What follows belongs to an exercise in optimizing a design on an open flow for small area; a production flow would make more cautious choices. The RTL was checked by simulation tests, not by an equivalence proof against the original design. Power and IR drop assume default switching activity.

[design/flow/flow/remap.ys]
# Re-map the combinational logic of the standard synthesis with a stronger
# area script. The standard synthesis's registers stay as they are: their
# cells are black boxes here, so names, count and cell types are kept.
read_liberty -ignore_miss_func -ignore_miss_dir lib.lib
blackbox sky130_fd_sc_hd__dfbbn_1 sky130_fd_sc_hd__dfbbn_2 sky130_fd_sc_hd__dfbbp_1 sky130_fd_sc_hd__dfrbp_1
blackbox sky130_fd_sc_hd__dfrbp_2 sky130_fd_sc_hd__dfrtn_1 sky130_fd_sc_hd__dfrtp_1 sky130_fd_sc_hd__dfrtp_2
blackbox sky130_fd_sc_hd__dfrtp_4 sky130_fd_sc_hd__dfsbp_1 sky130_fd_sc_hd__dfsbp_2 sky130_fd_sc_hd__dfstp_1
blackbox sky130_fd_sc_hd__dfstp_2 sky130_fd_sc_hd__dfstp_4 sky130_fd_sc_hd__dfxbp_1 sky130_fd_sc_hd__dfxbp_2
blackbox sky130_fd_sc_hd__dfxtp_1 sky130_fd_sc_hd__dfxtp_2 sky130_fd_sc_hd__dfxtp_4 sky130_fd_sc_hd__dlclkp_1
blackbox sky130_fd_sc_hd__dlclkp_2 sky130_fd_sc_hd__dlclkp_4 sky130_fd_sc_hd__dlrbn_1 sky130_fd_sc_hd__dlrbn_2
blackbox sky130_fd_sc_hd__dlrbp_1 sky130_fd_sc_hd__dlrbp_2 sky130_fd_sc_hd__dlrtn_1 sky130_fd_sc_hd__dlrtn_2
blackbox sky130_fd_sc_hd__dlrtn_4 sky130_fd_sc_hd__dlrtp_1 sky130_fd_sc_hd__dlrtp_2 sky130_fd_sc_hd__dlrtp_4
blackbox sky130_fd_sc_hd__dlxbn_1 sky130_fd_sc_hd__dlxbn_2 sky130_fd_sc_hd__dlxbp_1 sky130_fd_sc_hd__dlxtn_1
blackbox sky130_fd_sc_hd__dlxtn_2 sky130_fd_sc_hd__dlxtn_4 sky130_fd_sc_hd__dlxtp_1 sky130_fd_sc_hd__edfxbp_1
blackbox sky130_fd_sc_hd__edfxtp_1 sky130_fd_sc_hd__lpflow_inputisolatch_1 sky130_fd_sc_hd__sdfbbn_1 sky130_fd_sc_hd__sdfbbn_2
blackbox sky130_fd_sc_hd__sdfbbp_1 sky130_fd_sc_hd__sdfrbp_1 sky130_fd_sc_hd__sdfrbp_2 sky130_fd_sc_hd__sdfrtn_1
blackbox sky130_fd_sc_hd__sdfrtp_1 sky130_fd_sc_hd__sdfrtp_2 sky130_fd_sc_hd__sdfrtp_4 sky130_fd_sc_hd__sdfsbp_1
blackbox sky130_fd_sc_hd__sdfsbp_2 sky130_fd_sc_hd__sdfstp_1 sky130_fd_sc_hd__sdfstp_2 sky130_fd_sc_hd__sdfstp_4
blackbox sky130_fd_sc_hd__sdfxbp_1 sky130_fd_sc_hd__sdfxbp_2 sky130_fd_sc_hd__sdfxtp_1 sky130_fd_sc_hd__sdfxtp_2
blackbox sky130_fd_sc_hd__sdfxtp_4 sky130_fd_sc_hd__sdlclkp_1 sky130_fd_sc_hd__sdlclkp_2 sky130_fd_sc_hd__sdlclkp_4
blackbox sky130_fd_sc_hd__sedfxbp_1 sky130_fd_sc_hd__sedfxbp_2 sky130_fd_sc_hd__sedfxtp_1 sky130_fd_sc_hd__sedfxtp_2
blackbox sky130_fd_sc_hd__sedfxtp_4
read_verilog standard.v
hierarchy -top mix_core
flatten
rename -hide w:*.*
opt_clean -purge
stat
abc -liberty lib.lib -script flow/remap.abc \
    -dont_use sky130_fd_sc_hd__lpflow_bleeder_1 \
    -dont_use sky130_fd_sc_hd__lpflow_clkbufkapwr_1 \
    -dont_use sky130_fd_sc_hd__lpflow_clkbufkapwr_16 \
    -dont_use sky130_fd_sc_hd__lpflow_clkbufkapwr_2 \
    -dont_use sky130_fd_sc_hd__lpflow_clkbufkapwr_4 \
    -dont_use sky130_fd_sc_hd__lpflow_clkbufkapwr_8 \
    -dont_use sky130_fd_sc_hd__lpflow_clkinvkapwr_1 \
    -dont_use sky130_fd_sc_hd__lpflow_clkinvkapwr_16 \
    -dont_use sky130_fd_sc_hd__lpflow_clkinvkapwr_2 \
    -dont_use sky130_fd_sc_hd__lpflow_clkinvkapwr_4 \
    -dont_use sky130_fd_sc_hd__lpflow_clkinvkapwr_8 \
    -dont_use sky130_fd_sc_hd__lpflow_decapkapwr_12 \
    -dont_use sky130_fd_sc_hd__lpflow_decapkapwr_3 \
    -dont_use sky130_fd_sc_hd__lpflow_decapkapwr_4 \
    -dont_use sky130_fd_sc_hd__lpflow_decapkapwr_6 \
    -dont_use sky130_fd_sc_hd__lpflow_decapkapwr_8 \
    -dont_use sky130_fd_sc_hd__lpflow_inputiso0n_1 \
    -dont_use sky130_fd_sc_hd__lpflow_inputiso0p_1 \
    -dont_use sky130_fd_sc_hd__lpflow_inputiso1n_1 \
    -dont_use sky130_fd_sc_hd__lpflow_inputiso1p_1 \
    -dont_use sky130_fd_sc_hd__lpflow_inputisolatch_1 \
    -dont_use sky130_fd_sc_hd__lpflow_isobufsrc_1 \
    -dont_use sky130_fd_sc_hd__lpflow_isobufsrc_16 \
    -dont_use sky130_fd_sc_hd__lpflow_isobufsrc_2 \
    -dont_use sky130_fd_sc_hd__lpflow_isobufsrc_4 \
    -dont_use sky130_fd_sc_hd__lpflow_isobufsrc_8 \
    -dont_use sky130_fd_sc_hd__lpflow_isobufsrckapwr_16 \
    -dont_use sky130_fd_sc_hd__lpflow_lsbuf_lh_hl_isowell_tap_1 \
    -dont_use sky130_fd_sc_hd__lpflow_lsbuf_lh_hl_isowell_tap_2 \
    -dont_use sky130_fd_sc_hd__lpflow_lsbuf_lh_hl_isowell_tap_4 \
    -dont_use sky130_fd_sc_hd__lpflow_lsbuf_lh_isowell_4 \
    -dont_use sky130_fd_sc_hd__lpflow_lsbuf_lh_isowell_tap_1 \
    -dont_use sky130_fd_sc_hd__lpflow_lsbuf_lh_isowell_tap_2 \
    -dont_use sky130_fd_sc_hd__lpflow_lsbuf_lh_isowell_tap_4 \
    -dont_use sky130_fd_sc_hd__probe_p_8 \
    -dont_use sky130_fd_sc_hd__probec_p_8
opt_clean -purge
hilomap -singleton -hicell sky130_fd_sc_hd__conb_1 HI -locell sky130_fd_sc_hd__conb_1 LO
hierarchy -top mix_core
stat -liberty lib.lib
write_verilog -noattr -nohex -nodec remapped.v
[design/flow/config.mk]
export PLATFORM = sky130hd
export DESIGN_NAME = mix_core
export DESIGN_NICKNAME = mix_core
export VERILOG_FILES = /design/flow/design.v
export SDC_FILE = /design/flow/constraint.sdc
export NUM_CORES = 4
export LEC_CHECK = 0
export ABC_AREA = 1
export CAP_MARGIN = 5
export CORE_MARGIN = 2
export CORE_UTILIZATION = 55
export PLACE_DENSITY = 0.7
export SLEW_MARGIN = 5
[design/flow/flow/run.sh]
#!/bin/bash
# Standard layout, with three changes: the combinational logic of the
# standard synthesis re-mapped by ABC with an area script (registers kept
# as the standard synthesis made them; four seeds, the smallest kept), the
# smallest buffer on the ports, and a clock tree of small buffers.
set -euo pipefail
export BUFFER_PORTS_ARGS="-buffer_cell sky130_fd_sc_hd__buf_1"
export CTS_ARGS="-sink_clustering_enable -repair_clock_nets -dont_use_dummy_load -buf_list sky130_fd_sc_hd__clkbuf_4 -root_buf sky130_fd_sc_hd__clkbuf_8 -sink_clustering_buffer sky130_fd_sc_hd__clkbuf_4 -sink_clustering_size 9 -sink_clustering_max_diameter 45"
YOSYS=${YOSYS_EXE:-$(command -v yosys || echo "$FLOW_HOME/../tools/install/yosys/bin/yosys")}
R=orfs/results/$FLOW_PLATFORM/mix_core/base

bash standard.sh synth > standard_synth.log 2>&1
cp "$R/1_2_yosys.v" standard.v
cp "$FLOW_HOME/platforms/$FLOW_PLATFORM/lib/sky130_fd_sc_hd__tt_025C_1v80.lib" lib.lib
for s in 0 1 2 3; do
  sed "s/SEED/$s/" flow/remap.abc > remap_$s.abc
  sed "s#flow/remap.abc#remap_$s.abc#; s#remapped.v#remapped_$s.v#" flow/remap.ys > remap_$s.ys
  "$YOSYS" -s remap_$s.ys > remap_$s.log 2>&1 &
done
wait
# a re-mapped netlist much smaller than the standard one would mean lost logic
std=$(grep "Chip area" orfs/reports/$FLOW_PLATFORM/mix_core/base/synth_stat.txt | tail -1 | awk '{print $NF}')
best=""; besta=""
for s in 0 1 2 3; do
  a=$( (grep "Chip area" remap_$s.log || true) | tail -1 | awk '{print $NF}')
  echo "seed $s area $a" >> remap_pick.log
  if [[ -n "$a" ]] && awk "BEGIN{exit !($a > 0.8 * $std)}" && { [[ -z "$besta" ]] || awk "BEGIN{exit !($a < $besta)}"; }; then best=$s; besta=$a; fi
done
echo "picked seed $best area $besta" >> remap_pick.log
rm -f lib.lib
[[ -n "$best" ]] || { echo "no usable re-mapped netlist" >> remap_pick.log; exit 1; }
cp remapped_$best.v "$R/1_2_yosys.v"
bash standard.sh finish > standard_finish.log 2>&1
[design/flow/design.v]
module mix_core (
    input  wire        clk,
    input  wire        rst,
    output wire        mem_req,
    output wire        mem_we,
    output wire [11:0] mem_addr,
    output wire [30:0] mem_wdata,
    input  wire        mem_ack,
    input  wire [30:0] mem_rdata,
    output wire        halted,
    output wire [2:0]  fault_kind,
    output wire [13:0] fault_operand,
    output reg  [11:0] pc,
    output reg         ov,
    output wire [30:0] rA,
    output wire [30:0] rX,
    output wire [12:0] rI1,
    output wire [12:0] rI2,
    output wire [12:0] rI3,
    output wire [12:0] rI4,
    output wire [12:0] rI5,
    output wire [12:0] rI6
);
    localparam [4:0] S_CLEAR = 5'b00000;   
    localparam [4:0] S_COPY  = 5'b00001;   
    localparam [4:0] S_FETCH = 5'b00010;   
    localparam [4:0] S_INC   = 5'b00011;   
    localparam [4:0] S_EA    = 5'b00100;   
    localparam [4:0] S_READ  = 5'b00101;   
    localparam [4:0] S_EXEC  = 5'b00110;   
    localparam [4:0] S_NEG   = 5'b00111;   
    localparam [4:0] S_WRITE = 5'b01000;   
    localparam [4:0] S_FOP2  = 5'b10010;   
    localparam [4:0] S_FOP3  = 5'b10011;
    localparam [4:0] S_FOP4  = 5'b10100;
    localparam [4:0] S_HALT1 = 5'b11001;   
    reg [4:0]  st;
    reg [2:0]  bj;      
    reg [3:0]  byc;     
    reg [29:0] a_m;  reg a_s;
    reg [29:0] x_m;  reg x_s;
    reg [11:0] i1_m, i2_m, i3_m, i4_m, i5_m, i6_m;
    reg        i1_s, i2_s, i3_s, i4_s, i5_s, i6_s;
    reg [29:0] wb_m; reg wb_s;    
    reg [13:0] fo;                
    reg [11:0] ir;                
    reg        f_a, f_b, f_c;     
    assign rA  = {a_s, a_m};
    assign rX  = {x_s, x_m};
    assign rI1 = {i1_s, i1_m};
    assign rI2 = {i2_s, i2_m};
    assign rI3 = {i3_s, i3_m};
    assign rI4 = {i4_s, i4_m};
    assign rI5 = {i5_s, i5_m};
    assign rI6 = {i6_s, i6_m};
    assign fault_operand = fo;
    assign halted     = st[4] & st[3];
    assign fault_kind = st[2:0];
    assign mem_addr  = fo[11:0];
    assign mem_wdata = {wb_s, wb_m};
    wire fo_bad = fo[13] | fo[12] | ((&fo[11:7]) & (fo[6] | fo[5]));
    wire s_clear = (st == S_CLEAR);
    wire s_copy  = (st == S_COPY);
    wire s_fetch = (st == S_FETCH);
    wire s_inc   = (st == S_INC);
    wire s_fop   = st[4] & ~st[3];
    wire s_ea    = (st == S_EA);
    wire s_read  = (st == S_READ);
    wire s_exec  = (st == S_EXEC);
    wire s_neg   = (st == S_NEG);
    wire s_write = (st == S_WRITE);
    assign mem_req = ((s_fetch | s_read) & ~fo_bad) | s_write;
    assign mem_we  = s_write;
    wire p0 = ~bj[2] & ~bj[0];
    wire p1 = ~bj[1] &  bj[0];
    wire p2 = ~bj[2] &  bj[1];
    wire p5 =  bj[2] & ~bj[1];
    wire [3:0] b = byc;
    wire lt1  = ~b[3] & ~b[2] & ~b[1] & ~b[0];
    wire lt2  = ~b[3] & ~b[2] & ~b[1];
    wire lt3  = ~b[3] & ~b[2] & ~(b[1] & b[0]);
    wire lt4  = ~b[3] & ~b[2];
    wire lt5  = ~b[3] & ~(b[2] & (b[1] | b[0]));
    wire lt6  = ~b[3] & ~(b[2] & b[1]);
    wire lt7  = ~b[3] & ~(b[2] & b[1] & b[0]);
    wire lt8  = ~b[3];
    wire lt9  = ~b[3] | (~b[2] & ~b[1] & ~b[0]);
    wire lt10 = ~b[3] | (~b[2] & ~b[1]);
    wire end14 = (b == 4'd2) & p1;
    wire end60 = (b == 4'd9) & p5;
    wire [2:0] fl = ir[11:9];
    wire [2:0] fr = ir[8:6];
    wire [5:0] c  = ir[5:0];
    wire lz      = (fl == 3'd0);
    wire is_ar   = (c == 6'd1) | (c == 6'd2);
    wire is_sub  = c[1];
    wire is_ld   = (c[5:3] == 3'b001) | (c[5:3] == 3'b010);
    wire is_ldn  = c[4];
    wire is_st   = (c[5:3] == 3'b011) | (c[5:1] == 5'b10000);
    wire known   = is_ar | is_ld | is_st;
    wire st_zero = c[5];
    wire [2:0] dsel = c[2:0] & {3{~is_ar}};
    wire half    = (dsel != 3'd0) & (dsel != 3'd7);
    wire st_half = is_st & ((half & ~st_zero) | (c == 6'd32));
    wire [2:0] fs = lz ? 3'd1 : fl;
    wire [2:0] fk = (lz & (fr == 3'd0)) ? 3'd0 : (fr - fs + 3'd1);
    wire k_big    = fk[2] | (fk[1] & fk[0]);
    wire f_bad_ir = (fr[2] & fr[1]) | (fl > fr);
    reg lt_d, lt_e, lt_dw;
    always @(*) begin
        case (fr)
            3'd0: begin lt_d = lt5; lt_dw = half ? lt7 : lt10; end
            3'd1: begin lt_d = lt4; lt_dw = half ? lt6 : lt9;  end
            3'd2: begin lt_d = lt3; lt_dw = half ? lt5 : lt8;  end
            3'd3: begin lt_d = lt2; lt_dw = half ? lt4 : lt7;  end
            3'd4: begin lt_d = lt1; lt_dw = half ? lt3 : lt6;  end
            default: begin lt_d = 1'b0; lt_dw = half ? lt2 : lt5; end
        endcase
        case (fl)
            3'd0, 3'd1: lt_e = lt5;
            3'd2: lt_e = lt4;
            3'd3: lt_e = lt3;
            3'd4: lt_e = lt2;
            default: lt_e = lt1;
        endcase
    end
    wire [2:0] idx = s_ea ? wb_m[14:12] : dsel;
    reg  src_b, src_s;
    always @(*) begin
        case (idx)
            3'd0: begin src_b = a_m[0];  src_s = a_s;  end
            3'd1: begin src_b = i1_m[0]; src_s = i1_s; end
            3'd2: begin src_b = i2_m[0]; src_s = i2_s; end
            3'd3: begin src_b = i3_m[0]; src_s = i3_s; end
            3'd4: begin src_b = i4_m[0]; src_s = i4_s; end
            3'd5: begin src_b = i5_m[0]; src_s = i5_s; end
            3'd6: begin src_b = i6_m[0]; src_s = i6_s; end
            default: begin src_b = x_m[0]; src_s = x_s; end
        endcase
    end
    wire i_nz  = |wb_m[17:12];
    wire ea_ma = lt2 & wb_m[18];
    wire ea_mb = lt2 & i_nz & src_b;
    wire ea_a  = ea_ma ^ (wb_s & f_a);
    wire ea_b  = ea_mb ^ (i_nz & src_s & f_b);
    wire ea_s  = ea_a ^ ea_b ^ f_c;
    wire ea_c  = (ea_a & ea_b) | (f_c & (ea_a | ea_b));
    wire sa    = lz & a_s;
    wire sb    = (lz & wb_s) ^ is_sub;
    wire diff  = sa ^ sb;
    wire ad_a  = lt_e & a_m[0];
    wire ad_b  = (lt_e & wb_m[0]) ^ diff;
    wire ad_s  = ad_a ^ ad_b ^ f_c;
    wire ad_c  = (ad_a & ad_b) | (f_c & (ad_a | ad_b));
    wire adding = s_exec & ~lt_d & lt_dw;
    wire r_sb   = (lz & mem_rdata[30]) ^ is_sub;
    wire r_diff = sa ^ r_sb;
    wire newbit = s_neg ? (a_m[0] ^ f_c) :
                  s_exec ? (is_ar ? ad_s : (lt_e & wb_m[0])) : 1'b0;
    wire rot    = s_ea | (s_exec & (is_st | lt_d));
    wire ex_en  = s_exec & (is_st ? (~st_zero & ~lt_d & lt_dw) : lt_dw);
    wire ea_en  = s_ea & lt2 & i_nz;
    wire ie_en  = ex_en | ea_en;
    wire en_a   = s_clear | (s_neg & lt5) | (ex_en & (dsel == 3'd0));
    wire en_x   = s_clear | (ex_en & (dsel == 3'd7));
    wire en_i1  = s_clear | (ie_en & (idx == 3'd1));
    wire en_i2  = s_clear | (ie_en & (idx == 3'd2));
    wire en_i3  = s_clear | (ie_en & (idx == 3'd3));
    wire en_i4  = s_clear | (ie_en & (idx == 3'd4));
    wire en_i5  = s_clear | (ie_en & (idx == 3'd5));
    wire en_i6  = s_clear | (ie_en & (idx == 3'd6));
    wire ld_sign = lz & (mem_rdata[30] ^ is_ldn);
    wire ad_sign = (diff & ~f_c) ? sb : ((f_a | (f_c & ~diff)) ? sa : 1'b0);
    wire kbit = (p0 & fk[0]) | (p1 & fk[1]) | (p2 & fk[2]);
    wire fop_b = lt1 &
                 ((st[2:0] == 3'd2) ? wb_m[12] :
                  st[2] ? wb_m[0] :
                  f_bad_ir ? wb_m[6] : kbit);
    wire r_ibad = (mem_rdata[17:15] != 3'd0) | (&mem_rdata[14:12]);
    wire r_fbad = (mem_rdata[8] & mem_rdata[7]) | (mem_rdata[11:9] > mem_rdata[8:6]);
    wire ex5      = s_exec & lt5;
    wire wb_en_hi = s_ea ? lt2 : (ex5 | s_fop);
    wire wb_en_lo = ex5 | s_fop;
    wire wb_in    = s_ea ? wb_m[18] :
                    ((s_exec & is_st & ~lt_d & lt_e) ? (~st_zero & src_b) : wb_m[0]);
    wire rd_ack   = s_read & mem_ack;
    reg [4:0] st_n;
    always @(*) begin
        st_n = st;
        case (st)
            S_CLEAR: if (end60) st_n = S_COPY;
            S_COPY:  if (end14) st_n = S_FETCH;
            S_FETCH: if (fo_bad) st_n = S_HALT1;
                     else if (mem_ack) st_n = r_ibad ? S_FOP2 : (r_fbad ? S_FOP3 : S_INC);
            S_INC:   if (end14) st_n = ~known ? S_FOP4 : ((st_half & k_big) ? S_FOP3 : S_EA);
            S_EA:    if (end14) st_n = S_READ;
            S_READ:  if (fo_bad) st_n = S_HALT1;
                     else if (mem_ack) st_n = S_EXEC;
            S_EXEC:  if (end60) st_n = is_st ? S_WRITE :
                                      ((is_ar & diff & ~f_c) ? S_NEG : S_COPY);
            S_NEG:   if (end60) st_n = S_COPY;
            S_WRITE: if (mem_ack) st_n = S_COPY;
            S_FOP2, S_FOP3, S_FOP4: if (end14) st_n = st | 5'b01000;
            default: st_n = st;
        endcase
    end
    wire chg = mem_ack | (end14 & (s_copy | s_inc | s_fop | s_ea)) |
               (end60 & (s_clear | s_exec | s_neg));
    always @(posedge clk) begin
        if (rst) begin
            st  <= S_CLEAR;
            bj  <= 3'd0;
            byc <= 4'd0;
        end else begin
            st <= st_n;
            if (chg) begin
                bj  <= 3'd0;
                byc <= 4'd0;
            end else begin
                bj <= {bj[1:0], ~bj[2]};
                if (p5)
                    byc <= {b[3] ^ (b[2] & b[1] & b[0]), b[2] ^ (b[1] & b[0]),
                            b[1] ^ b[0], ~b[0]};
            end
        end
    end
    always @(posedge clk) begin
        if (chg) begin
            f_a <= 1'b0;
            f_b <= 1'b0;
            f_c <= s_read & r_diff;
        end else if (s_inc & lt2) begin
            f_c <= f_c | ~pc[0];
        end else if (s_ea) begin
            f_a <= f_a | ea_ma;
            f_b <= f_b | ea_mb;
            f_c <= ea_c;
        end else if (adding) begin
            f_a <= f_a | ad_s;
            f_c <= ad_c;
        end else if (s_neg & lt5) begin
            f_c <= f_c | a_m[0];
        end
    end
    always @(posedge clk) begin
        if (s_copy)
            fo <= {lt2 & pc[0], fo[13:1]};
        else if (s_ea)
            fo <= {ea_s, fo[13:1]};
        else if (s_fop)
            fo <= {fop_b, fo[13:1]};
    end
    always @(posedge clk) begin
        if (s_clear)
            pc <= {1'b0, pc[11:1]};
        else if (s_copy & lt2)
            pc <= {pc[0], pc[11:1]};
        else if (s_inc & lt2)
            pc <= {pc[0] ^ ~f_c, pc[11:1]};
    end
    always @(posedge clk) begin
        if (s_fetch & mem_ack)
            ir <= mem_rdata[11:0];
    end
    always @(posedge clk) begin
        if ((s_fetch | s_read) & mem_ack) begin
            wb_m <= mem_rdata[29:0];
            wb_s <= (rd_ack & is_st & lz) ? (~st_zero & src_s) : mem_rdata[30];
        end else begin
            if (wb_en_hi)
                wb_m[29:18] <= {wb_in, wb_m[29:19]};
            if (wb_en_lo)
                wb_m[17:0] <= {wb_m[18], wb_m[17:1]};
        end
    end
    always @(posedge clk) begin
        if (s_clear)
            ov <= 1'b0;
        else if (s_exec & end60 & is_ar & ~diff & f_c)
            ov <= 1'b1;
    end
    always @(posedge clk) begin
        if (en_a) a_m <= {(rot ? a_m[0] : newbit), a_m[29:1]};
        if (en_x) x_m <= {(rot ? x_m[0] : newbit), x_m[29:1]};
        if (en_i1) i1_m <= {(rot ? i1_m[0] : newbit), i1_m[11:1]};
        if (en_i2) i2_m <= {(rot ? i2_m[0] : newbit), i2_m[11:1]};
        if (en_i3) i3_m <= {(rot ? i3_m[0] : newbit), i3_m[11:1]};
        if (en_i4) i4_m <= {(rot ? i4_m[0] : newbit), i4_m[11:1]};
        if (en_i5) i5_m <= {(rot ? i5_m[0] : newbit), i5_m[11:1]};
        if (en_i6) i6_m <= {(rot ? i6_m[0] : newbit), i6_m[11:1]};
    end
    wire ld_ack = rd_ack & is_ld;
    always @(posedge clk) begin
        if (s_clear) begin
            a_s <= 1'b0; x_s <= 1'b0;
            i1_s <= 1'b0; i2_s <= 1'b0; i3_s <= 1'b0;
            i4_s <= 1'b0; i5_s <= 1'b0; i6_s <= 1'b0;
        end else begin
            if ((ld_ack & (dsel == 3'd0)) | (s_exec & end60 & is_ar))
                a_s <= s_exec ? ad_sign : ld_sign;
            if (ld_ack & (dsel == 3'd7)) x_s  <= ld_sign;
            if (ld_ack & (dsel == 3'd1)) i1_s <= ld_sign;
            if (ld_ack & (dsel == 3'd2)) i2_s <= ld_sign;
            if (ld_ack & (dsel == 3'd3)) i3_s <= ld_sign;
            if (ld_ack & (dsel == 3'd4)) i4_s <= ld_sign;
            if (ld_ack & (dsel == 3'd5)) i5_s <= ld_sign;
            if (ld_ack & (dsel == 3'd6)) i6_s <= ld_sign;
        end
    end
endmodule
[design/flow/flow/remap.abc]
strash
&get -n
&deepsyn -T 60 -S SEED
&put
dch -f
amap
topo
[design/flow/standard.sh]
#!/bin/bash
# synth_recipe.tcl (not shown) runs the flow's synth.tcl, then flattens the netlist and writes it again
# the make line also repeats each setting of config.mk as NAME=value (left out here)
make -C /OpenROAD-flow-scripts/flow DESIGN_CONFIG=/design/flow/config.mk WORK_HOME=/design/flow/orfs CLKGATE_MAP_FILE= SYNTH_SCRIPT=/design/flow/synth_recipe.tcl "${@:-finish}"
[design/flow/constraint.sdc]
create_clock -name core_clock -period 10.0 [get_ports {clk}]
set_input_delay 2.0000 -clock core_clock [delete_from_list [all_inputs] [get_ports {clk}]]
set_output_delay 2.0000 -clock core_clock [all_outputs]
set_load 0.01 [all_outputs]
==> run_results.csv, run 1 <==
group,metric,value,unit
drt,drtAntennaViolNets,0,
power,powerDensity,356,mW/mm^2
clock_network,htreeDepth,1,
synth,synth.yosys.warnings,1,
power,power.share.switching,39.0,%
clock_network,clk_path_buf_depth,3,
critical_path,worstSetupEndpointType,"output pin",
grt,grt_max_degree,37,
power,ir_drop,179,uV
power,seq_power_share,55.3,%
floorplan,die_w,129,um
critical_path,worst_setup_path_start_kind,"flop",
clock_network,post-cts-setup-buffers,0,
timing,period_needed,4.40,ns
timing,worstMarginPinSlew,1.15,ns
grt,grt-busiest-layer,"met2",
critical_path,endpoint,"mem_req",
run,maxCapViolCount,0,
grt,antenna_found_initial,0,
power,internal_power,2.20,mW
placed_design,gp_congestion,0.941,
layout,instances_no_fill,1118,
floorplan,start_util,56.5,%
synth,synth_fp_nets,656,
drt,drc,0,
drt,wl,21100,um
drt,drt-wirelength-per-cell,18.9,um
placed_design,place_inst,1088,
critical_path,rrSetupSlack,5.92,ns
floorplan,io_pins,250,
floorplan,dieArea,0.0167,mm^2
critical_path,required,8.00,ns
timing,hold_viol_final,0,
power,clkPwrFrac,11.8,%
timing,fmax,0.227,GHz
synth,synth_cells,622,
floorplan,core,0.0153,mm^2
layout,multi_input_comb_area,0.00187,mm^2
layout,fin_util,66.3,%
hold_path,min_path_type,"reg2reg",
floorplan,die_h,129,um
timing,tns,0,ns
placed_design,post-dp-hpwl,15600,um
critical_path,cp_max_fo,10,
timing,slew_violations,0,
drt,first_iter_violations,530,
clock_network,cts.sinks,225,
layout,area_growth,17.5,%
layout,drive_gt1_share,4.41,%
critical_path,ff2ff_path_depth,12,
clock_network,ctsResizeCount,0,
placed_design,portBuffers,249,
timing,slew_headroom,23.3,%
grt,met3_usage,5.82,%
placed_design,dpl-instance-area,0.00988,mm^2
layout,nFillCells,1144,
drt,first_pass_iters,5,
critical_path,worst-setup-path-type,"reg2out",
clock_network,worstSkewPairLatency,0.54,ns
grt,gr-usage-met1,33.7,%
grt,gr-total-overflow,0,
layout,diodes,0,
grt,use_met2,37.8,%
synth,syn_area_per_cell,13.9,um^2
grt,grt_first_pass_wirelength,31400,um
clock_network,root_buffer,"clkbuf_8",
clock_network,tritoncts,"done",
drt,vias,6418,
layout,final_nets,943,
power,p_leak,3.28,nW
layout,seqCellArea,0.00652,mm^2
run_status,status,"timing/DRC/antenna clean",
timing,rsz0062_at_grt,"no",
timing,fin_crit_sh,44.0,%
grt,grt_use_total,24.2,%
critical_path,worst_r2r_endpoint,"i3_m[7]$_DFFE_PP_",
synth,netlist_area,0.00862,mm^2
drt,vias_per_cell,5.74,
timing,hold_slack,0.433,ns
timing,final.setup_skew,0.0519,ns
critical_path,crit_arrival,2.40,ns
clock_network,cts_inserted_buffers,30,
critical_path,crit_start,"st[1]$_SDFFE_PP0P_",
layout,fin_area,0.0101,mm^2
power,pwr-share-comb,32.8,%
floorplan,num_rows,45,
power,p_sw,1.40,mW
critical_path,r2r-start,"ir[4]$_DFFE_PP_",
grt,grt_pass1_vias,5900,
clock_network,path_clk_slew,0.09,ns
clock_network,holdBufCountCts,0,
timing,setup_viol,0,
[power by group through the flow]
stage               clock (mW)  combinational, mW  sequential (mW)
finish                   0.427               1.18             1.99
global route             0.476               1.30             2.05
CTS                      0.444               1.19             2.00
detailed placement           0               1.19             2.01
global placement             0               1.16             1.99
floorplan                    0              0.459             2.17
[metrics by stage]
step	power [mW]	setup slack, ns
2_1_floorplan	2.63	5.37
3_3_place_gp	3.16	5.96
3_5_place_dp	3.20	5.85
4_1_cts	3.63	5.60
5_1_grt	3.83	5.36
6_report	3.60	5.60
[placed cells by master, fill, tap and decap left out, types with 2 or more instances in the layout]
| cell type | instances |
|---|---|
| clkinv_1 | 66 |
| o22ai_1 | 8 |
| or2_0 | 5 |
| a2111oi_0 | 3 |
| o21ai_1 | 3 |
| o21ai_2 | 3 |
| nor2_1 | 82 |
| o21a_1 | 7 |
| nand2_1 | 28 |
| a211oi_1 | 5 |
| a21oi_1 | 25 |
| nor4_1 | 5 |
| clkbuf_4 | 27 |
| o22a_1 | 30 |
| or3_1 | 9 |
| edfxtp_1 | 201 |
| nand3_1 | 13 |
| nor2b_1 | 4 |
| o32a_1 | 2 |
| a221oi_1 | 3 |
| o31ai_1 | 3 |
| o221ai_1 | 9 |
| o21ai_0 | 34 |
| dfxtp_1 | 24 |
| o32ai_1 | 5 |
| or4_1 | 3 |
| clkbuf_8 | 3 |
| nor3_1 | 20 |
| o211ai_1 | 2 |
| buf_4 | 6 |
| buf_1 | 249 |
| a31oi_1 | 8 |
[worst max-delay path: stages, from the launching register on]
cell and delay (ns):
dfxtp_1 0.53, clkinv_1 0.35, nor2_1 0.24, a21oi_1 0.08, o21bai_1 0.21, nor2_1 0.15, a21oi_1 0.11, clkinv_1 0.08
buf_1 0.15
[final cells by class]
class                   count  area share [%]
flip-flops and latches    225            64.4
multi-input cells         331            18.5
repair buffers            255            9.68
well taps                 211            2.61
inverters                  66            2.45
clock buffers              30            2.41
[routing by layer]
| layer | part of all wire (%) | routed length, um | vias to the layer above |
|---|---|---|---|
| li1 | - | - | 2943 |
| met4 | 2.6 | 559 | 0 |
| met2 | 46 | 9660 | 369 |
| met3 | 10 | 2120 | 48 |
| met5 | 0 | 0 | - |
| met1 | 42 | 8800 | 3058 |
[worst min-delay path by stage]
stage / from / end / slack (ns) / depth (start not counted)
final: i2_m[9]$_DFFE_PP_ / i2_m[8]$_DFFE_PP_ / 0.43 / 0
after global routing: i2_m[9]$_DFFE_PP_ / i2_m[8]$_DFFE_PP_ / 0.44 / 0
after CTS: i2_m[9]$_DFFE_PP_ / i2_m[8]$_DFFE_PP_ / 0.44 / 0
after detailed placement: x_m[12]$_DFFE_PP_ / x_m[11]$_DFFE_PP_ / 0.43 / 0
after global placement: bj[2]$_SDFF_PP0_ / bj[0]$_SDFF_PP0_ / 0.43 / 1
after floorplan: bj[2]$_SDFF_PP0_ / bj[0]$_SDFF_PP0_ / 0.41 / 1
[sequential cells by signal, indices dropped and copies added (netlist names), 3 cells and up]
| register | count |
|---|---|
| bj | 3 |
| fo | 14 |
| ir | 12 |
| i4_m | 12 |
| i1_m | 12 |
| byc | 4 |
| wb_m | 30 |
| st | 5 |
| a_m | 30 |
| pc | 12 |
| i3_m | 12 |
| i2_m | 12 |
| x_m | 30 |
| i5_m | 12 |
| i6_m | 12 |
==> inputs of run 2 (changes only) <==
--- a/design/flow/design.v
+++ b/design/flow/design.v
@@ -44,7 +44,7 @@
     reg [29:0] wb_m; reg wb_s;    
     reg [13:0] fo;                
     reg [11:0] ir;                
-    reg        f_a, f_b, f_c;     
+    reg        f_a, f_c;          
     assign rA  = {a_s, a_m};
     assign rX  = {x_s, x_m};
     assign rI1 = {i1_s, i1_m};
@@ -124,7 +124,7 @@
             default: lt_e = lt1;
         endcase
     end
-    wire [2:0] idx = s_ea ? wb_m[14:12] : dsel;
+    wire [2:0] idx = (s_ea | s_inc) ? wb_m[14:12] : dsel;
     reg  src_b, src_s;
     always @(*) begin
         case (idx)
@@ -142,7 +142,7 @@
     wire ea_ma = lt2 & wb_m[18];
     wire ea_mb = lt2 & i_nz & src_b;
     wire ea_a  = ea_ma ^ (wb_s & f_a);
-    wire ea_b  = ea_mb ^ (i_nz & src_s & f_b);
+    wire ea_b  = ea_mb ^ (i_nz & src_s);
     wire ea_s  = ea_a ^ ea_b ^ f_c;
     wire ea_c  = (ea_a & ea_b) | (f_c & (ea_a | ea_b));
     wire sa    = lz & a_s;
@@ -227,13 +227,11 @@
     always @(posedge clk) begin
         if (chg) begin
             f_a <= 1'b0;
-            f_b <= 1'b0;
-            f_c <= s_read & r_diff;
+            f_c <= (s_read & r_diff) | (s_inc & i_nz & src_s);
         end else if (s_inc & lt2) begin
             f_c <= f_c | ~pc[0];
         end else if (s_ea) begin
             f_a <= f_a | ea_ma;
-            f_b <= f_b | ea_mb;
             f_c <= ea_c;
         end else if (adding) begin
             f_a <= f_a | ad_s;
==> run 2 against run 1 <==
Synthesized area is 0.25% higher. Clock skew fell by 0.019 ns. First-iteration DRC count shrank 16%. Synthesized cell count increased by 2.9%. Non-clock buffer count up 2. Combinational power fell by 38%. Highest routed layer unchanged.
==> run_results.csv, run 2 <==
group,metric,value,unit
critical_path,required,8.00,ns
clock_network,path_clk_slew,0.10,ns
grt,grt_max_degree,36,
floorplan,dieArea,0.0167,mm^2
drt,first_iter_violations,447,
grt,grt_first_pass_wirelength,32300,um
critical_path,cp_max_fo,6,
floorplan,io_pins,250,
synth,synth_fp_nets,674,
synth,netlist_area,0.00864,mm^2
synth,syn_area_per_cell,13.5,um^2
clock_network,root_buffer,"clkbuf_8",
layout,final_nets,962,
placed_design,post-dp-hpwl,16300,um
layout,fin_util,66.6,%
critical_path,critPathBufInv,4,
timing,hold_viol_final,0,
drt,wl_met1,9150,um
layout,layout_common_cells,"buf_1, edfxtp_1, nor2_1, clkinv_1, o21ai_0",
critical_path,worstSetupEndpointType,"output pin",
clock_network,htreeDepth,1,
timing,slew_headroom,22.2,%
timing,fin_crit_sh,44.5,%
floorplan,num_rows,45,
clock_network,worstSkewPairLatency,0.54,ns
floorplan,start_util,56.6,%
clock_network,clk_path_buf_depth,3,
critical_path,cp_common_cell,"nor2_1",
run,maxCapViolCount,0,
power,p_leak,3.39,nW
timing,tns,0,ns
timing,fmax,0.224,GHz
layout,diodes,0,
critical_path,worstPathCellList,"clkinv_1 > nor2_1 > clkinv_1 > nor2_1 > nor2_1 > nor2_1 > a31oi_1 > clkinv_1 > buf_1",
drt,met3WireLength,2170,um
drt,wl,21700,um
layout,fin_area,0.0102,mm^2
clock_network,ctsResizeCount,0,
grt,grt_use_total,25.1,%
drt,vias_per_cell,5.67,
drt,first_pass_iters,5,
clock_network,holdBufCountCts,0,
drt,drc,0,
timing,final.setup_skew,0.0328,ns
layout,instances_no_fill,1137,
drt,drt-wirelength-per-cell,19.1,um
timing,rsz0062_at_grt,"no",
drt,vias,6445,
drt,drtAntennaViolNets,0,
clock_network,post-cts-setup-buffers,0,
clock_network,cts.sinks,224,
floorplan,die_w,129,um
timing,slew_violations,0,
critical_path,cpPeakStageDelay,0.43,ns
grt,grt_pass1_vias,5913,
critical_path,worst-setup-path-type,"reg2out",
hold_path,min_path_type,"reg2reg",
clock_network,tritoncts,"done",
grt,gr-total-overflow,0,
timing,setup_viol,0,
placed_design,place_inst,1108,
layout,layout_commonest_cell,"buf_1",
layout,reg_top3,"a_m (30), wb_m (30), x_m (30)",
synth,synth_cells,640,
critical_path,worst_setup_path_start_kind,"flop",
drt,dr_wl_met2,9910,um
critical_path,cp_top_family,"simple AND/OR/NAND/NOR gates",
placed_design,portBuffers,249,
placed_design,gp_congestion,0.986,
floorplan,core,0.0153,mm^2
timing,worstMarginPinSlew,1.16,ns
power,ir_drop,182,uV
power,powerDensity,280,mW/mm^2
drt,top_layer_used,"met4",
layout,drive_gt1_share,4.43,%
floorplan,die_h,129,um
timing,period_needed,4.45,ns
clock_network,cts_inserted_buffers,29,
critical_path,critPathSlowestCell,"dfxtp_1",
grt,antenna_found_initial,0,
critical_path,crit_arrival,2.45,ns
placed_design,dpl-instance-area,0.00992,mm^2
layout,area_growth,17.6,%
run_status,status,"timing/DRC/antenna clean",
synth,synth.yosys.warnings,1,
## run 2: changes by cell type in the layout (fill, tap and decap cells not counted), moves of 3 or more
cell,before,now
a211oi_1,5,11
a21oi_1,25,14
clkinv_1,66,81
nand2_1,28,33
nand3_1,13,9
nor2_1,82,93
nor3_1,20,23
o21a_1,7,3
o21ai_0,34,44
o221ai_1,9,5
o22ai_1,8,12
o32ai_1,5,8
or3_1,9,2
## run 2: through the flow
stage | worst slack, ns | hold slack [ns] | power, mW
2_1_floorplan | 5.13 | 0.414 | 2.06
3_3_place_gp | 5.87 | 0.429 | 2.43
3_5_place_dp | 5.68 | 0.430 | 2.46
4_1_cts | 5.57 | 0.444 | 2.87
5_1_grt | 5.00 | 0.451 | 3.01
6_report | 5.55 | 0.438 | 2.85
## run 2: area by class of cell
cell class              count  area (um^2)
flip-flops and latches    224         6500
fillers                  1184         5100
multi-input cells         335         1870
repair buffers            257          995
inverters                  81          304
well taps                 211          264
clock buffers              29          236
## run 2: path summary, 6_finish.rpt
kind | depth (start not counted) | startpoint | slack (ns) | end
worst max-delay path | 9 | st[1]$_SDFFE_PP0P_ | 5.55 | mem_req
worst min-delay path | 2 | bj[1]$_SDFF_PP0_ | 0.44 | bj[2]$_SDFF_PP0_
worst max register to register | 14 | ir[1]$_DFFE_PP_ | 5.59 | i1_m[5]$_DFFE_PP_
worst min register to register | 2 | bj[1]$_SDFF_PP0_ | 0.44 | bj[2]$_SDFF_PP0_
## run 2: power breakdown
| group | switching (mW) | leakage, nW | internal, mW |
|---|---|---|---|
| logic | 0.525 | 0.952 | 0.205 |
| clock network | 0.268 | 0.141 | 0.148 |
| registers | 0.198 | 2.29 | 1.50 |
## run 2: layer usage
metal	track usage (%)	vias to the layer above
li1	-	2993
met1	35.8	3042
met2	38.9	368
met3	5.82	42
met4	7.80	0
met5	0	-
## run 2: worst register-to-register path, delay by kind of cell (launching register included)
kind                   cells  cell delay, ns
AO/OA/AOI/OAI              8            2.26
buffers and inverters      2            0.39
flip-flops                 1            0.44
AND/OR/NAND/NOR            4            0.95
==> inputs of run 3 (changes only) <==
--- a/design/flow/flow/run.sh
+++ b/design/flow/flow/run.sh
@@ -1,7 +1,7 @@
 #!/bin/bash
 # Standard layout, with three changes: the combinational logic of the
 # standard synthesis re-mapped by ABC with an area script (registers kept
-# as the standard synthesis made them; four seeds, the smallest kept), the
+# as the standard synthesis made them; eight seeds, the smallest kept), the
 # smallest buffer on the ports, and a clock tree of small buffers.
 set -euo pipefail
 export BUFFER_PORTS_ARGS="-buffer_cell sky130_fd_sc_hd__buf_1"
@@ -12,7 +12,7 @@
 bash standard.sh synth > standard_synth.log 2>&1
 cp "$R/1_2_yosys.v" standard.v
 cp "$FLOW_HOME/platforms/$FLOW_PLATFORM/lib/sky130_fd_sc_hd__tt_025C_1v80.lib" lib.lib
-for s in 0 1 2 3; do
+for s in 0 1 2 3 4 5 6 7; do
   sed "s/SEED/$s/" flow/remap.abc > remap_$s.abc
   sed "s#flow/remap.abc#remap_$s.abc#; s#remapped.v#remapped_$s.v#" flow/remap.ys > remap_$s.ys
   "$YOSYS" -s remap_$s.ys > remap_$s.log 2>&1 &
@@ -21,7 +21,7 @@
 # a re-mapped netlist much smaller than the standard one would mean lost logic
 std=$(grep "Chip area" orfs/reports/$FLOW_PLATFORM/mix_core/base/synth_stat.txt | tail -1 | awk '{print $NF}')
 best=""; besta=""
-for s in 0 1 2 3; do
+for s in 0 1 2 3 4 5 6 7; do
   a=$( (grep "Chip area" remap_$s.log || true) | tail -1 | awk '{print $NF}')
   echo "seed $s area $a" >> remap_pick.log
   if [[ -n "$a" ]] && awk "BEGIN{exit !($a > 0.8 * $std)}" && { [[ -z "$besta" ]] || awk "BEGIN{exit !($a < $besta)}"; }; then best=$s; besta=$a; fi
==> run 3 against run 2 <==
First-iteration DRC count increased by 21%. Critical path type is now in2reg. Via count hardly changed. Worst hold slack lost 0.0057 ns. Global-route usage fell by 0.73 points.
==> run_results.csv, run 3 <==
group,metric,value,unit
critical_path,worstSetupEndpointType,"flop",
grt,grt_first_pass_wirelength,31600,um
clock_network,path_clk_slew,0.11,ns
layout,seqCellArea,0.00650,mm^2
synth,synth.yosys.warnings,1,
drt,vias,6441,
timing,period_needed,4.64,ns
critical_path,worst_setup_path_start_kind,"input pin",
clock_network,root_buffer,"clkbuf_8",
clock_network,tritoncts,"done",
synth,netlist_area,0.00863,mm^2
placed_design,place_inst,1098,
clock_network,worstSkewPairLatency,0.52,ns
drt,drt-wirelength-per-cell,18.4,um
placed_design,post-dp-hpwl,15500,um
timing,fin_crit_sh,46.4,%
power,p_leak,3.26,nW
floorplan,dieArea,0.0167,mm^2
placed_design,portBuffers,249,
layout,nFillCells,1184,
layout,multi_input_comb_area,0.00187,mm^2
layout,fin_util,66.5,%
power,p_total,3.77,mW
drt,vias_per_cell,5.71,
clock_network,post-cts-setup-buffers,0,
layout,final_nets,953,
power,ir_drop,236,uV
drt,drtAntennaViolNets,0,
clock_network,htreeDepth,1,
timing,setup_viol,0,
floorplan,start_util,56.5,%
timing,slew_headroom,26.7,%
layout,drive_gt1_share,4.58,%
grt,grt_pass1_vias,6109,
clock_network,cts.sinks,224,
layout,diodes,0,
layout,layout_common_cells,"buf_1, edfxtp_1, nor2_1, clkinv_1, nand2_1",
critical_path,cp_max_fo,34,
clock_network,clk_path_buf_depth,3,
drt,first_iter_violations,543,
timing,tns,0,ns
layout,layout_commonest_cell,"buf_1",
grt,gr-total-overflow,0,
synth,synth_fp_nets,665,
critical_path,worst-setup-path-type,"in2reg",
timing,fmax,0.216,GHz
clock_network,cts_inserted_buffers,30,
timing,rsz0062_at_grt,"no",
floorplan,num_rows,45,
timing,final.setup_skew,0.0344,ns
grt,grt_use_total,24.4,%
layout,instances_no_fill,1128,
placed_design,gp_congestion,0.928,
drt,wl,20800,um
timing,hold_slack,0.432,ns
layout,area_growth,17.6,%
floorplan,die_h,129,um
drt,drc,0,
power,powerDensity,371,mW/mm^2
run,maxCapViolCount,0,
layout,reg_top3,"a_m (30), wb_m (30), x_m (30)",
critical_path,crit_arrival,4.75,ns
floorplan,core,0.0153,mm^2
clock_network,ctsResizeCount,0,
clock_network,holdBufCountCts,0,
run_status,status,"timing/DRC/antenna clean",
synth,synth_cells,631,
grt,antenna_found_initial,1,
floorplan,die_w,129,um
timing,slew_violations,0,
drt,first_pass_iters,5,
grt,grt_max_degree,35,
timing,hold_viol_final,0,
critical_path,required,10.12,ns
hold_path,min_path_type,"reg2reg",
timing,worstMarginPinSlew,1.10,ns
floorplan,io_pins,250,
synth,syn_area_per_cell,13.7,um^2
[run 3: worst max-delay path: stages]
cell and delay [ns]:
buf_1 0.12, nand3_1 0.13, nor2_2 0.10, buf_4 0.36, clkinv_1 0.74, o221ai_2 0.68, o21bai_1 0.60
[run 3: power breakdown]
group / switching [mW] / internal [mW]
Clock: 0.268 / 0.152
Combinational: 0.973 / 0.353
Sequential: 0.258 / 1.76
Total: 1.50 / 2.27
[run 3: final timing paths]
check                    from                 end  slack, ns  cells past startpoint
max                   mem_ack  wb_m[23]$_DFFE_PP_       5.36                      7
min          bj[2]$_SDFF_PP0_    bj[0]$_SDFF_PP0_       0.43                      1
max reg2reg   ir[4]$_DFFE_PP_    fo[13]$_DFFE_PP_       5.60                     14
min reg2reg  bj[2]$_SDFF_PP0_    bj[0]$_SDFF_PP0_       0.43                      1
[run 3: area by class of cell]
cell class | instances | area share (%)
clock buffer | 30 | 2.41
inverter | 74 | 2.74
multi-input combinational | 333 | 18.5
sequential | 224 | 64.1
tap | 211 | 2.60
timing repair buffer | 256 | 9.73
[run 3: through the flow]
step | setup WS (ns) | area (um^2)
floorplan | 4.21 | 8630
finish | 5.36 | 10100
detailed placement | 4.85 | 9890
CTS | 5.42 | 10100
global route | 5.10 | 10100
global placement | 5.05 | 9890
[run 3: routing by layer]
| metal | global-route usage, % | part of all wire (%) |
|---|---|---|
| met1 | 33.8 | 42 |
| met2 | 38.3 | 46 |
| met3 | 6.28 | 9.3 |
| met4 | 7.80 | 2.6 |
| met5 | 0 | 0 |
==> inputs of run 4 (changes only) <==
--- a/design/flow/flow/run.sh
+++ b/design/flow/flow/run.sh
@@ -12,12 +12,15 @@
 bash standard.sh synth > standard_synth.log 2>&1
 cp "$R/1_2_yosys.v" standard.v
 cp "$FLOW_HOME/platforms/$FLOW_PLATFORM/lib/sky130_fd_sc_hd__tt_025C_1v80.lib" lib.lib
-for s in 0 1 2 3 4 5 6 7; do
-  sed "s/SEED/$s/" flow/remap.abc > remap_$s.abc
-  sed "s#flow/remap.abc#remap_$s.abc#; s#remapped.v#remapped_$s.v#" flow/remap.ys > remap_$s.ys
-  "$YOSYS" -s remap_$s.ys > remap_$s.log 2>&1 &
+# two batches of four, so that each run gets a CPU of its own
+for batch in "0 1 2 3" "4 5 6 7"; do
+  for s in $batch; do
+    sed "s/SEED/$s/" flow/remap.abc > remap_$s.abc
+    sed "s#flow/remap.abc#remap_$s.abc#; s#remapped.v#remapped_$s.v#" flow/remap.ys > remap_$s.ys
+    "$YOSYS" -s remap_$s.ys > remap_$s.log 2>&1 &
+  done
+  wait
 done
-wait
 # a re-mapped netlist much smaller than the standard one would mean lost logic
 std=$(grep "Chip area" orfs/reports/$FLOW_PLATFORM/mix_core/base/synth_stat.txt | tail -1 | awk '{print $NF}')
 best=""; besta=""
==> run 4 against run 3 <==
Global-route usage up 0.42 points. Critical endpoint is now mem_req. Combinational power down 69%. Routed wire length is 2.4% higher. Power fell by 39%. Largest power group unchanged.
==> run_results.csv, run 4 <==
group,metric,value,unit
run_status,status,"timing/DRC/antenna clean",
placed_design,place_inst,1103,
clock_network,root_buffer,"clkbuf_8",
critical_path,critPathSlowestCell,"dfxtp_1",
timing,tns,0,ns
synth,synth.yosys.warnings,1,
grt,grt-busiest-layer,"met2",
synth,synth_fp_nets,671,
floorplan,io_pins,250,
timing,worstMarginPinSlew,1.20,ns
clock_network,clk_path_buf_depth,3,
layout,fin_util,66.3,%
layout,drive_gt1_share,4.33,%
timing,fin_crit_sh,44.9,%
drt,wl,21300,um
grt,grt_pass1_vias,5886,
floorplan,dieArea,0.0167,mm^2
timing,fin_ws,5.51,ns
layout,reg_top3,"a_m (30), wb_m (30), x_m (30)",
placed_design,dpl-instance-area,0.00987,mm^2
drt,drc,0,
floorplan,die_w,129,um
grt,use_met2,38.2,%
grt,grt_first_pass_wirelength,31900,um
grt,gr-total-overflow,0,
synth,synth_cells,637,
drt,first_pass_iters,5,
layout,fin_area,0.0101,mm^2
placed_design,post-dp-hpwl,16000,um
layout,layout_commonest_cell,"buf_1",
floorplan,num_rows,45,
timing,slew_violations,0,
hold_path,hp-start,"pc[8]$_DFFE_PP_",
grt,met3_usage,6.07,%
layout,area_growth,17.5,%
clock_network,htreeDepth,1,
clock_network,cts_inserted_buffers,31,
clock_network,ctsResizeCount,0,
placed_design,place_ws,5.50,ns
clock_network,cts.sinks,224,
power,ir_drop,147,uV
clock_network,worstSkewPairLatency,0.54,ns
floorplan,core,0.0153,mm^2
drt,drtAntennaViolNets,0,
grt,grt_max_degree,35,
timing,hold_viol_final,0,
critical_path,cpPeakStageDelay,0.41,ns
grt,grt_use_total,24.8,%
critical_path,crit_start,"st[1]$_SDFFE_PP0P_",
timing,rsz0062_at_grt,"no",
timing,fmax,0.223,GHz
critical_path,worst_setup_path_start_kind,"flop",
grt,antenna_found_initial,0,
placed_design,portBuffers,249,
layout,nFillCells,1174,
timing,slew_headroom,19.6,%
synth,netlist_area,0.00861,mm^2
drt,first_iter_violations,528,
critical_path,cp_max_fo,11,
power,p_leak,3.47,nW
drt,drt-wirelength-per-cell,18.8,um
critical_path,cp_common_cell,"nor2_1",
power,powerDensity,227,mW/mm^2
synth,syn_area_per_cell,13.5,um^2
clock_network,post-cts-setup-buffers,0,
clock_network,path_clk_slew,0.10,ns
critical_path,worst-setup-path-type,"reg2out",
grt,gr-usage-met1,35.8,%
layout,layout_common_cells,"buf_1, edfxtp_1, nor2_1, clkinv_1, nand2_1",
hold_path,min_path_type,"reg2reg",
critical_path,critPathBufInv,4,
critical_path,crit_arrival,2.49,ns
drt,vias_per_cell,5.73,
floorplan,start_util,56.4,%
critical_path,cp_top_family,"simple AND/OR/NAND/NOR gates",
placed_design,gp_congestion,0.995,
critical_path,worstSetupEndpointType,"output pin",
critical_path,required,8.00,ns
floorplan,die_h,129,um
timing,final.setup_skew,0.0591,ns
timing,hold_slack,0.438,ns
layout,instances_no_fill,1134,
timing,setup_viol,0,
run,maxCapViolCount,0,
layout,final_nets,959,
power,p_total,2.30,mW
drt,vias,6497,
timing,period_needed,4.49,ns
clock_network,tritoncts,"done",
critical_path,r2r-start,"st[0]$_SDFFE_PP0P_",
clock_network,holdBufCountCts,0,
layout,diodes,0,
critical_path,worstPathCellList,"clkinv_1 > nor2_1 > clkinv_1 > nor2_1 > nor2_1 > nor2_1 > a31oi_1 > clkinv_1 > buf_1",
run 4: final cells by class:
class	instances	area [um^2]	share of cell area, %
flip-flops and latches	224	6500	64.2
multi-input cells	330	1820	18.0
repair buffers	255	980	9.68
well taps	211	264	2.61
inverters	83	312	3.08
clock buffers	31	251	2.48
run 4: worst paths after layout:
path,to,slack [ns],cells after the start
hold / removal,pc[7]$_DFFE_PP_,0.44,0
setup / recovery,mem_req,5.51,9
hold reg to reg,pc[7]$_DFFE_PP_,0.44,0
setup reg to reg,f_c$_DFFE_PP_,5.86,18
run 4: routing by layer:
layer,routed length (um),up-vias
li1,-,2985
met1,9080,3103
met2,9690,367
met3,2020,42
met4,503,0
met5,0,-
run 4: where the power goes:
group | internal [mW] | switching (mW)
clock | 0.157 | 0.277
combinational | 0.118 | 0.299
sequential | 1.32 | 0.134
==> inputs of run 5 (changes only) <==
--- a/design/flow/design.v
+++ b/design/flow/design.v
@@ -288,21 +288,15 @@
         if (en_i6) i6_m <= {(rot ? i6_m[0] : newbit), i6_m[11:1]};
     end
     wire ld_ack = rd_ack & is_ld;
+    wire sg_d   = ~s_clear & (s_exec ? ad_sign : ld_sign);
     always @(posedge clk) begin
-        if (s_clear) begin
-            a_s <= 1'b0; x_s <= 1'b0;
-            i1_s <= 1'b0; i2_s <= 1'b0; i3_s <= 1'b0;
-            i4_s <= 1'b0; i5_s <= 1'b0; i6_s <= 1'b0;
-        end else begin
-            if ((ld_ack & (dsel == 3'd0)) | (s_exec & end60 & is_ar))
-                a_s <= s_exec ? ad_sign : ld_sign;
-            if (ld_ack & (dsel == 3'd7)) x_s  <= ld_sign;
-            if (ld_ack & (dsel == 3'd1)) i1_s <= ld_sign;
-            if (ld_ack & (dsel == 3'd2)) i2_s <= ld_sign;
-            if (ld_ack & (dsel == 3'd3)) i3_s <= ld_sign;
-            if (ld_ack & (dsel == 3'd4)) i4_s <= ld_sign;
-            if (ld_ack & (dsel == 3'd5)) i5_s <= ld_sign;
-            if (ld_ack & (dsel == 3'd6)) i6_s <= ld_sign;
-        end
+        if (s_clear | (ld_ack & (dsel == 3'd0)) | (s_exec & end60 & is_ar)) a_s <= sg_d;
+        if (s_clear | (ld_ack & (dsel == 3'd7))) x_s  <= sg_d;
+        if (s_clear | (ld_ack & (dsel == 3'd1))) i1_s <= sg_d;
+        if (s_clear | (ld_ack & (dsel == 3'd2))) i2_s <= sg_d;
+        if (s_clear | (ld_ack & (dsel == 3'd3))) i3_s <= sg_d;
+        if (s_clear | (ld_ack & (dsel == 3'd4))) i4_s <= sg_d;
+        if (s_clear | (ld_ack & (dsel == 3'd5))) i5_s <= sg_d;
+        if (s_clear | (ld_ack & (dsel == 3'd6))) i6_s <= sg_d;
     end
 endmodule
==> run 5 against run 4 <==
First-iteration DRC count is 2.1% higher. Final cell count is 1.5% lower. Worst hold slack worse by 0.017 ns. Utilization is 0.098 points higher. Power is 62% higher. Count of clock-buffer cells in the layout stayed put. Sequential power is 42% higher. Setup slack worse by 0.53 ns. Combinational power grew to 3.0 times the previous value. Cell area is 0.15% higher. Critical path depth is 1 lower. Largest power group unchanged.
==> run_results.csv, run 5 <==
group,metric,value,unit
run_status,status,"timing/DRC/antenna clean",
drt,wl_met1,9520,um
drt,vias,6396,
drt,first_iter_violations,539,
grt,grt_first_pass_wirelength,32300,um
critical_path,crit_arrival,3.02,ns
floorplan,num_rows,45,
layout,layout_commonest_cell,"buf_1",
drt,top_layer_used,"met4",
drt,dr_wl_met2,10200,um
layout,reg_top3,"a_m (30), wb_m (30), x_m (30)",
clock_network,worstSkewPairLatency,0.55,ns
layout,diodes,0,
clock_network,cts_inserted_buffers,31,
clock_network,post-cts-setup-buffers,0,
clock_network,clk_path_buf_depth,3,
layout,instances_no_fill,1117,
synth,synth.yosys.warnings,1,
critical_path,worst_setup_path_start_kind,"flop",
drt,drc,0,
timing,tns,0,ns
placed_design,post-dp-hpwl,16500,um
synth,netlist_area,0.00860,mm^2
drt,wl,21800,um
grt,grt_pass1_vias,5856,
floorplan,die_w,129,um
floorplan,io_pins,250,
synth,synth_fp_nets,652,
grt,grt_max_degree,34,
critical_path,worstSetupEndpointType,"output pin",
timing,fin_crit_sh,50.2,%
power,ir_drop,176,uV
timing,hold_slack,0.421,ns
run,maxCapViolCount,0,
synth,syn_area_per_cell,13.9,um^2
clock_network,htreeDepth,1,
clock_network,ctsResizeCount,0,
drt,met3WireLength,1480,um
layout,layout_common_cells,"buf_1, edfxtp_1, nor2_1, clkinv_1",
critical_path,required,8.00,ns
timing,worstMarginPinSlew,1.10,ns
placed_design,place_inst,1086,
clock_network,cts.sinks,224,
drt,first_pass_iters,5,
layout,drive_gt1_share,4.75,%
floorplan,die_h,129,um
critical_path,worst-setup-path-type,"reg2out",
layout,final_nets,942,
hold_path,min_path_type,"reg2reg",
power,p_leak,3.25,nW
critical_path,cp_max_fo,9,
timing,period_needed,5.02,ns
clock_network,holdBufCountCts,0,
grt,gr-total-overflow,0,
timing,slew_headroom,26.9,%
timing,final.setup_skew,0.0714,ns
floorplan,start_util,56.4,%
timing,rsz0062_at_grt,"no",
clock_network,tritoncts,"done",
layout,area_growth,17.9,%
timing,slew_violations,0,
timing,setup_viol,0,
clock_network,path_clk_slew,0.10,ns
power,powerDensity,369,mW/mm^2
drt,drtAntennaViolNets,0,
floorplan,dieArea,0.0167,mm^2
placed_design,portBuffers,249,
timing,hold_viol_final,0,
floorplan,core,0.0153,mm^2
clock_network,root_buffer,"clkbuf_8",
timing,fmax,0.199,GHz
synth,synth_cells,618,
grt,antenna_found_initial,0,
grt,grt_use_total,25.3,%
placed_design,gp_congestion,0.986,
power,p_total,3.74,mW
layout,fin_util,66.4,%
drt,vias_per_cell,5.73,
drt,drt-wirelength-per-cell,19.5,um
## run 5: cell type report
cell class | count | area, um^2
inverter | 68 | 255
multi-input combinational | 326 | 1790
tap | 211 | 264
sequential | 224 | 6580
fill | 1153 | 5120
timing repair buffer | 257 | 995
clock buffer | 31 | 251
## run 5: critical path, cell delays in order, from the launching register on
cell and delay [ns]:
dfxtp_1 0.49, clkinv_1 0.32, nor3_1 0.60, o22ai_1 0.19, or3_1 0.42, nor2b_1 0.20
nor2_1 0.09, clkinv_1 0.06, buf_1 0.14
## run 5: stage by stage
step,setup slack [ns],cell area (um^2)
final,4.98,10100
after floorplan,4.06,8600
after global placement,5.15,9880
after detailed placement,5.03,9880
after global routing,4.70,10100
after CTS,5.02,10100
## run 5: metal layers
layer / vias to the layer above / GRT usage [%]
met1: 3118 / 35.8
li1: 2918 / -
met4: 0 / 8.76
met3: 49 / 4.79
met2: 311 / 40.2
met5: - / 0
## run 5: report_power, final
| group | total, mW | switching [mW] | internal (mW) |
|---|---|---|---|
| Sequential | 2.06 | 0.318 | 1.74 |
| Combinational | 1.25 | 0.881 | 0.370 |
| Clock | 0.428 | 0.271 | 0.157 |
## run 5: worst paths after layout
kind,from,to,slack [ns],cells past startpoint
setup / recovery,st[1]$_SDFFE_PP0P_,mem_req,4.98,8
hold / removal,x_m[27]$_DFFE_PP_,x_m[26]$_DFFE_PP_,0.42,0
setup reg to reg,st[1]$_SDFFE_PP0P_,wb_m[24]$_DFFE_PP_,5.18,8
hold reg to reg,x_m[27]$_DFFE_PP_,x_m[26]$_DFFE_PP_,0.42,0
==> inputs of run 6 (changes only) <==
--- a/design/flow/config.mk
+++ b/design/flow/config.mk
@@ -6,8 +6,8 @@
 export NUM_CORES = 4
 export LEC_CHECK = 0
 export ABC_AREA = 1
-export CAP_MARGIN = 5
+export CAP_MARGIN = 0
 export CORE_MARGIN = 2
 export CORE_UTILIZATION = 55
 export PLACE_DENSITY = 0.7
-export SLEW_MARGIN = 5
+export SLEW_MARGIN = 0
==> run 6 against run 5 <==
Still clean. Sequential power barely moved. Flip-flop and latch count did not move. Final cell count unchanged. Worst hold slack unchanged. First-iteration DRC count unchanged. Critical path depth is the same. Clock skew stayed put. Count of clock-buffer cells in the layout stayed put. Power unchanged. Combinational power is essentially flat. Non-clock buffer count unchanged. Critical endpoint unchanged. Largest cell class unchanged. Largest power group unchanged.
==> run_results.csv, run 6 <==
group,metric,value,unit
drt,drt-wirelength-per-cell,19.5,um
layout,drive_gt1_share,4.75,%
timing,hold_slack,0.421,ns
grt,antenna_found_initial,0,
clock_network,cts.sinks,224,
power,p_leak,3.25,nW
drt,drc,0,
layout,seqCellArea,0.00658,mm^2
critical_path,crit_arrival,3.02,ns
grt,grt_max_degree,34,
power,p_total,3.74,mW
hold_path,min_path_type,"reg2reg",
clock_network,worstSkewPairLatency,0.55,ns
floorplan,io_pins,250,
clock_network,clk_path_buf_depth,3,
placed_design,post-dp-hpwl,16500,um
clock_network,htreeDepth,1,
synth,synth_fp_nets,652,
floorplan,die_h,129,um
hold_path,hp-start,"x_m[27]$_DFFE_PP_",
synth,synth_cells,618,
floorplan,dieArea,0.0167,mm^2
timing,hold_viol_final,0,
hold_path,holdPathEnd,"x_m[26]$_DFFE_PP_",
critical_path,worstSetupEndpointType,"output pin",
layout,layout_common_cells,"buf_1, edfxtp_1, nor2_1, clkinv_1",
run_status,status,"timing/DRC/antenna clean",
clock_network,holdBufCountCts,0,
clock_network,tritoncts,"done",
critical_path,critPathSlowestCell,"nor3_1",
placed_design,portBuffers,249,
layout,multi_input_comb_area,0.00179,mm^2
timing,tns,0,ns
grt,grt_pass1_vias,5856,
critical_path,worst-setup-path-type,"reg2out",
timing,final.setup_skew,0.0714,ns
drt,wl,21800,um
floorplan,num_rows,45,
timing,slew_headroom,26.9,%
clock_network,ctsResizeCount,0,
clock_network,root_buffer,"clkbuf_8",
critical_path,worst_r2r_endpoint,"wb_m[24]$_DFFE_PP_",
drt,first_iter_violations,539,
floorplan,die_w,129,um
run,maxCapViolCount,0,
timing,period_needed,5.02,ns
power,ir_drop,176,uV
critical_path,worstPathCellList,"clkinv_1 > nor3_1 > o22ai_1 > or3_1 > nor2b_1 > nor2_1 > clkinv_1 > buf_1",
critical_path,rrSetupSlack,5.18,ns
timing,setup_viol,0,
drt,first_pass_iters,5,
synth,netlist_area,0.00860,mm^2
layout,reg_top3,"a_m (30), wb_m (30), x_m (30)",
layout,diodes,0,
critical_path,critPathBufInv,3,
critical_path,cp_max_fo,9,
timing,rsz0062_at_grt,"no",
timing,slew_violations,0,
drt,vias,6396,
critical_path,cp_common_cell,"clkinv_1",
layout,nFillCells,1153,
layout,final_nets,942,
floorplan,start_util,56.4,%
clock_network,post-cts-setup-buffers,0,
critical_path,required,8.00,ns
hold_path,hold-path-cell-count,0,
critical_path,cpPeakStageDelay,0.60,ns
drt,vias_per_cell,5.73,
grt,grt_use_total,25.3,%
critical_path,ff2ff_path_depth,8,
grt,grt_first_pass_wirelength,32300,um
layout,layout_commonest_cell,"buf_1",
layout,area_growth,17.9,%
synth,synth.yosys.warnings,1,
synth,syn_area_per_cell,13.9,um^2
grt,gr-total-overflow,0,
critical_path,r2r-start,"st[1]$_SDFFE_PP0P_",
clock_network,path_clk_slew,0.10,ns
floorplan,core,0.0153,mm^2
critical_path,cp_top_family,"simple AND/OR/NAND/NOR gates",
timing,fin_crit_sh,50.2,%
timing,worstMarginPinSlew,1.10,ns
clock_network,cts_inserted_buffers,31,
power,powerDensity,369,mW/mm^2
critical_path,worst_setup_path_start_kind,"flop",
timing,fmax,0.199,GHz
placed_design,gp_congestion,0.986,
drt,drtAntennaViolNets,0,
## run 6: area by class of cell
cell class                 count  area share [%]
timing repair buffer         257            9.81
clock buffer                  31            2.48
tap                          211            2.60
multi-input combinational    326            17.7
inverter                      68            2.52
sequential                   224            64.9
## run 6: how the worst max path moves through the flow
stage                     slack (ns)  cells after the start          startpoint                 end
after floorplan                 4.06                      5             mem_ack  wb_m[18]$_DFFE_PP_
after global placement          5.15                      6             mem_ack  wb_m[25]$_DFFE_PP_
after detailed placement        5.03                      6             mem_ack  wb_m[24]$_DFFE_PP_
after CTS                       5.02                      8  st[1]$_SDFFE_PP0P_             mem_req
after global routing            4.70                      8  st[1]$_SDFFE_PP0P_             mem_req
final                           4.98                      8  st[1]$_SDFFE_PP0P_             mem_req
## run 6: layer usage
layer  vias up  global-route usage, %  part of all wire, %
li1       2918                      -                    -
met1      3118                   35.8                   44
met2       311                   40.2                   47
met3        49                   4.79                  6.8
met4         0                   8.76                  2.9
met5         -                      0                    0
## run 6: stage by stage
step                      std cells  instance area (um^2)  util (%)  worst slack (ns)
after floorplan                 618                  8600         -              4.06
after global placement         1086                  9880      64.8              5.15
after detailed placement       1086                  9880      64.8              5.03
after CTS                      1117                 10100      66.4              5.02
after global routing           1117                 10100      66.4              4.70
final                          1117                 10100      66.4              4.98
## run 6: power by group
part           switching [mW]  internal, mW  leakage [nW]  total, mW
Combinational           0.881         0.370         0.970       1.25
Clock                   0.271         0.157         0.150      0.428
Sequential              0.318          1.74          2.13       2.06
Total                    1.47          2.27          3.25       3.74
## run 6: worst register-to-register path, cell delays in order, from the launching register on
cell	delay, ns
dfxtp_1	0.49
clkinv_1	0.32
nor3_1	0.60
o22ai_1	0.19
or3_1	0.42
nor2_2	0.13
clkinv_1	0.75
o221ai_2	0.78
or2_0	0.75

==> port drivers added, routing unchanged <==
The results above use ideal ports. As a check the final layouts listed here were re-extracted and re-timed, cells and wires unchanged.
Step 1, drivers: a clkbuf_16 drives clk and a buf_2 each remaining input, both assumed.
Step 2, shift: input delay + t, output delay - t, t = (earliest + latest rising clock arrival at the registers) / 2. This alone moves slack from input paths to output paths.
Slacks: ideal ports / drivers / drivers and shift; pairs: ideal ports / drivers.
run	shift t [ns]	setup slack, ns	latest minus earliest clock arrival (ns)	worst data-port slew with drivers (ns)	pins driven straight from the clock port
run 1	0.557	5.601 / 5.560 / 5.902	0.052 / 0.052	0.05	1
run 2	0.558	5.545 / 5.505 / 5.587	0.033 / 0.033	0.05	1
run 3	0.547	5.365 / 5.384 / 4.837	0.036 / 0.036	0.04	1
run 4	0.551	5.508 / 5.469 / 5.458	0.059 / 0.059	0.05	1
run 5	0.552	4.982 / 4.940 / 4.988	0.071 / 0.071	0.05	1
run 6	0.552	4.982 / 4.940 / 4.988	0.071 / 0.071	0.05	1
After both steps setup and hold are still met in every run listed. For run 3, which loses most, drivers alone change the setup slack by +0.019 ns; drivers and shift together by -0.528 ns.
